This is an optimization exercise on Yosys and OpenROAD, whose aim is small area, a short achievable clock period and few clock cycles, not a production implementation.
Function was checked by simulation only, so behaviour that the tests miss may differ from the original.
Power and IR drop assume default switching activity.

// trb_palette
module trb_palette (
    input  wire        clk,
    input  wire        rst,           
    input  wire        start,         
    input  wire [31:0] cmd,           
    output reg         busy,
    output reg         done,
    output reg         err,
    output reg  [3:0]  errcode,
    output reg  [31:0] err_info,
    output reg         pal_valid,
    output wire [9:0]  pal_count,
    output wire [23:0] lut_rgb,
    output reg         fb_rd,
    output wire [9:0]  fb_addr,
    input  wire [7:0]  fb_rdata,
    output reg         rgb_we,
    output wire [9:0]  rgb_addr,
    output wire [23:0] rgb_wdata
);
For scale: ~670 cells after synthesis, about 89 flip-flops, about 160 I/O pins, about 0.0048 mm2 of cells after synthesis.
Settings: LEC_CHECK=0, ABC_AREA=1, CAP_MARGIN=20, CORE_MARGIN=2, CORE_UTILIZATION=60, CTS_BUF_LIST=sky130_fd_sc_hd__clkbuf_4 sky130_fd_sc_hd__clkbuf_8, SLEW_MARGIN=20, SYNTH_MEMORY_MAX_BITS=16384; clock period 25.0 ns.
standard.sh (not shown) runs the stock make flow with config.mk's settings and CLKGATE_MAP_FILE= SYNTH_SCRIPT=/design/flow/synth_recipe.tcl, a recipe that flattens the netlist after the stock synthesis.
==> flow/flow/run.sh <==
#!/bin/bash
# Layout flow: the standard ORFS flow with two changes.
#  1. Synthesis is the standard synthesis (standard.sh synth, same
#     synth_recipe.tcl, same registers), but ABC maps the combinational logic
#     with flow/abc.script (area-recovering mapping) in place of ORFS's
#     abc_area.script, and adders are left to ABC (ADDER_MAP_FILE empty)
#     rather than mapped to fa/ha cells beforehand.
#  2. Port buffers are sky130_fd_sc_hd__buf_1 (buffer_ports -buffer_cell).
#  3. repair_timing aims at a setup slack of 19 ns (SETUP_SLACK_MARGIN), so
#     it sizes and buffers the paths that set the achieved period.
#  4. Clock tree: larger sink clusters and no dummy loads (CTS_ARGS).
# Everything else (floorplan, tap cells, PDN, placement, CTS, routing,
# finish) is standard.sh unchanged.  Each step logs to its own file here.
set -euo pipefail
W=$(pwd)
rm -rf "$W/scripts_abc"
cp -r "$FLOW_HOME/scripts" "$W/scripts_abc"
cp "$W/flow/abc.script" "$W/scripts_abc/abc_area.script"
bash standard.sh ABC_AREA=1 SCRIPTS_DIR="$W/scripts_abc" ADDER_MAP_FILE= synth > "$W/flow_synth.log" 2>&1
bash standard.sh "BUFFER_PORTS_ARGS=-buffer_cell sky130_fd_sc_hd__buf_1" SETUP_SLACK_MARGIN=19 \
  "CTS_ARGS=-sink_clustering_enable -repair_clock_nets -dont_use_dummy_load -sink_clustering_size 30 -sink_clustering_max_diameter 80 -buf_list {sky130_fd_sc_hd__clkbuf_4 sky130_fd_sc_hd__clkbuf_8}" \
  finish > "$W/flow_layout.log" 2>&1
test -s "$W/out/final.def"
==> flow/flow/abc.script <==
strash
dc2
balance
rewrite
refactor
balance
rewrite
rewrite -z
balance
refactor -z
rewrite -z
balance
dc2
balance
rewrite
refactor
balance
rewrite
rewrite -z
balance
refactor -z
rewrite -z
balance
dch -f
amap -m
topo
Testbench counts at the start, summed over its fixed seeds: cycles 46,440.
==> next run, changes <==
--- a/flow/design.v
+++ b/flow/design.v
@@ -1,20 +1,20 @@
 module trb_palette (
     input  wire        clk,
     input  wire        rst,           
     input  wire        start,         
     input  wire [31:0] cmd,           
     output reg         busy,
     output reg         done,
-    output reg         err,
-    output reg  [3:0]  errcode,
+    output wire        err,
+    output wire [3:0]  errcode,
     output reg  [31:0] err_info,
     output reg         pal_valid,
     output wire [9:0]  pal_count,
     output wire [23:0] lut_rgb,
     output reg         fb_rd,
     output wire [9:0]  fb_addr,
     input  wire [7:0]  fb_rdata,
     output reg         rgb_we,
     output wire [9:0]  rgb_addr,
     output wire [23:0] rgb_wdata
 );
@@ -26,22 +26,24 @@
     reg        idle;                  
     reg        dec;                   
     reg        rph;                   
     reg        v1, p1, v2, p2;        
     reg        bq;                    
     reg  [7:0] fb_q;                  
     reg  [17:0] lut_q;
     reg  [5:0] wd_hi;                 
     wire [9:0]  wa = err_info[9:0];
     wire [9:0]  ra = err_info[19:10];
     wire [17:0] wd_q = {wd_hi, err_info[31:20]};
+    assign err     = wd_hi[4];
+    assign errcode = wd_hi[3:0];
     reg  [6:0] cnt_q;                 
     assign pal_count = {2'b00, cnt_q[6], cnt_q[5], cnt_q[2], cnt_q[4], cnt_q[3],
                         cnt_q[2], cnt_q[1], cnt_q[0]};
     assign fb_addr   = ra;
     assign rgb_addr  = wa;
     assign lut_rgb   = {lut_q[17:16], lut_q[13:12], lut_q[15:12],
                         lut_q[11:10], lut_q[7:6],   lut_q[9:6],
                         lut_q[5:4],   lut_q[1:0],   lut_q[3:0]};
     assign rgb_wdata = {wd_q[17:16], wd_q[13:12], wd_q[15:12],
                         wd_q[11:10], wd_q[7:6],   wd_q[9:6],
                         wd_q[5:4],   wd_q[1:0],   wd_q[3:0]};
@@ -446,28 +448,29 @@
             info_dec = {6'd0, lv};
         end
         if (nopal)
             code_dec = E_NO_PAL;
         if (rng_err) begin
             code_dec = E_PAL_RANGE;
             info_dec = {1'b0, w[24:16]};
         end
     end
     always @(posedge clk) begin
         fb_q <= idle ? cmd[23:16] : fb_rdata;
-        wd_hi <= pal_out[17:12];
+        wd_hi[5]   <= pal_out[17];
+        wd_hi[4:0] <= (dec && !exp_go) ? {code_dec != 4'd0, code_dec} :
+                      bq ? {1'b1, E_PAL_RANGE} :
+                      last_wr ? 5'd0 : pal_out[16:12];
         p1   <= rph;
         p2   <= p1;
         bq   <= v2 && !p2 && over;
-        err     <= dec ? (code_dec != 4'd0) : bq;
-        errcode <= dec ? code_dec : (bq ? E_PAL_RANGE : 4'd0);
         err_info[31:20] <= (cmd[31:20] & {12{idle}}) |
                            (err_info[31:20] & {12{keep_q}}) |
                            (pal_out[11:0] & {12{run_d}});
         err_info[19:10] <= (cmd[19:10] & {10{idle}}) |
                            (err_info[19:10] & {10{keep_q}}) |
                            ((ra + {9'd0, fb_rd}) & {10{run_a}});
         err_info[9:0]   <= (cmd[9:0] & {10{idle}}) |
                            ((dec ? (exp_go ? 10'h3FF : info_dec) :
                                    ((wa + {9'd0, wa_inc}) & {10{!wa_clr}})) & {10{!idle}});
         busy   <= !rst && (idle ? start : !finish);
         idle   <= rst || (idle ? !start : finish);
After rerunning: The new run went through all stages and came out clean; via count climbs by 4.7%; total power is lower by 1.9%; setup slack hardly moves; core utilization drops by 0.65 points; first-iteration DRC count rose by 20%; clock skew hardly moves; maximum frequency is about the same.
Testbench counts after the change, summed over its fixed seeds: cycles 46,440.

---

Another version of the RTL of trb_palette (not shown whole).
For scale: about 89 flip-flops, about 160 I/O pins, ~5100 sq um of cells after synthesis.
Settings: LEC_CHECK=0, ABC_AREA=1, CAP_MARGIN=20, CORE_MARGIN=2, CORE_UTILIZATION=60, CTS_BUF_LIST=sky130_fd_sc_hd__clkbuf_4 sky130_fd_sc_hd__clkbuf_8, SLEW_MARGIN=20, SYNTH_MEMORY_MAX_BITS=16384; clock period 25.0 ns.
Scripts as last shown in full above: flow/flow/run.sh, flow/flow/abc.script
Testbench counts at the start, summed over its fixed seeds: cycles 46,440.
Rerun with:
--- a/flow/design.v
+++ b/flow/design.v
@@ -128,16 +128,19 @@
     wire        rng_err   = is_lookup && pal_valid && (w[24] || over);
     wire        look_ok   = is_lookup && pal_valid && !(w[24] || over);
     wire        exp_go    = is_expand && pal_valid;
     wire        ra_last   = (ra == LAST);
     wire        wa_last   = (wa == LAST);
     wire        last_wr   = rgb_we && wa_last;
     wire        finish    = (dec && !exp_go) || bq || last_wr;
     wire        keep_w    = dec && badcmd;
+    wire        keep_q    = !idle && keep_w;
+    wire        run_d     = !idle && !finish;
+    wire        run_a     = !idle && !keep_w && !ra_clr;
     wire        ra_clr    = dec || bq || last_wr || (fb_rd && ra_last);
     wire        wa_inc    = v2 && !bq;
     wire        wa_clr    = last_wr || (wa_inc && wa_last);
     reg  [3:0]  code_dec;
     reg  [9:0]  info_dec;
     always @(*) begin
         code_dec = 4'd0;
         info_dec = 10'd0;
@@ -159,25 +162,25 @@
     always @(posedge clk) begin
         fb_q <= idle ? cmd[23:16] : fb_rdata;
         wd_hi <= pal_out[17:12];
         p1   <= rph;
         p2   <= p1;
         bq   <= v2 && !p2 && over;
         err     <= dec ? (code_dec != 4'd0) : bq;
         errcode <= dec ? code_dec : (bq ? E_PAL_RANGE : 4'd0);
-        err_info[31:20] <= idle ? cmd[31:20] :
-                           keep_w ? err_info[31:20] :
-                           (pal_out[11:0] & {12{!finish}});
-        err_info[19:10] <= idle ? cmd[19:10] :
-                           keep_w ? err_info[19:10] :
-                           ((ra + {9'd0, fb_rd}) & {10{!ra_clr}});
-        err_info[9:0]   <= idle ? cmd[9:0] :
-                           dec ? (exp_go ? 10'h3FF : info_dec) :
-                           ((wa + {9'd0, wa_inc}) & {10{!wa_clr}});
+        err_info[31:20] <= (cmd[31:20] & {12{idle}}) |
+                           (err_info[31:20] & {12{keep_q}}) |
+                           (pal_out[11:0] & {12{run_d}});
+        err_info[19:10] <= (cmd[19:10] & {10{idle}}) |
+                           (err_info[19:10] & {10{keep_q}}) |
+                           ((ra + {9'd0, fb_rd}) & {10{run_a}});
+        err_info[9:0]   <= (cmd[9:0] & {10{idle}}) |
+                           ((dec ? (exp_go ? 10'h3FF : info_dec) :
+                                   ((wa + {9'd0, wa_inc}) & {10{!wa_clr}})) & {10{!idle}});
         busy   <= !rst && (idle ? start : !finish);
         idle   <= rst || (idle ? !start : finish);
         dec    <= !rst && idle && start;
         done   <= !rst && !idle && finish;
         fb_rd  <= !rst && !idle && (dec ? exp_go : (fb_rd && !(ra_last && rph) && !bq));
         v1     <= !rst && fb_rd && !bq;
         v2     <= !rst && v1 && !bq;
         rgb_we <= !rst && v2 && p2 && !bq;
Sequential share of layout area fell by 3.0 points.
Global-route usage rose by 1.4 points.
Worst setup slack is better by 0.027 ns.
Hold slack is better by 0.025 ns.
Cell area fell by 6.6%.
Wire length fell by 2.0%.
Final cell count rose by 1.1%.
Testbench counts after the change, summed over its fixed seeds: cycles 46,440.

[port drivers added, routing unchanged]
Ports are ideal in the flow. The routed layouts listed here were re-timed in OpenROAD. Step 1 assumes that a clkbuf_16 drives the clock port and a buf_2 every other input. Step 2 also shifts input and output timing later by t, the mid clock arrival at the registers, as if the neighbouring blocks saw the same clock. Three values: no drivers, after step 1, after step 2; two values: the first two.
| run | t (ns) | setup slack, ns | hold slack, ns | worst setup path at the end | clock arrival spread, ns |
|---|---|---|---|---|---|
| the first run of note 1 | 0.381 | 19.037 / 19.006 / 18.772 | 0.350 / 0.350 / 0.350 | input to register | 0.026 / 0.026 |
| the second run of note 1 | 0.381 | 19.037 / 19.002 / 18.921 | 0.328 / 0.328 / 0.328 | input to register | 0.024 / 0.024 |
| the first run of note 2 | 0.381 | 19.004 / 18.968 / 18.780 | 0.331 / 0.331 / 0.331 | input to register | 0.024 / 0.024 |
| the second run of note 2 | 0.385 | 19.031 / 18.996 / 18.898 | 0.356 / 0.356 / 0.356 | input to register | 0.029 / 0.029 |
After both steps setup and hold are still met in every run listed. For the first run of note 1, which loses most, drivers alone change the setup slack by -0.031 ns; drivers and shift together by -0.265 ns.
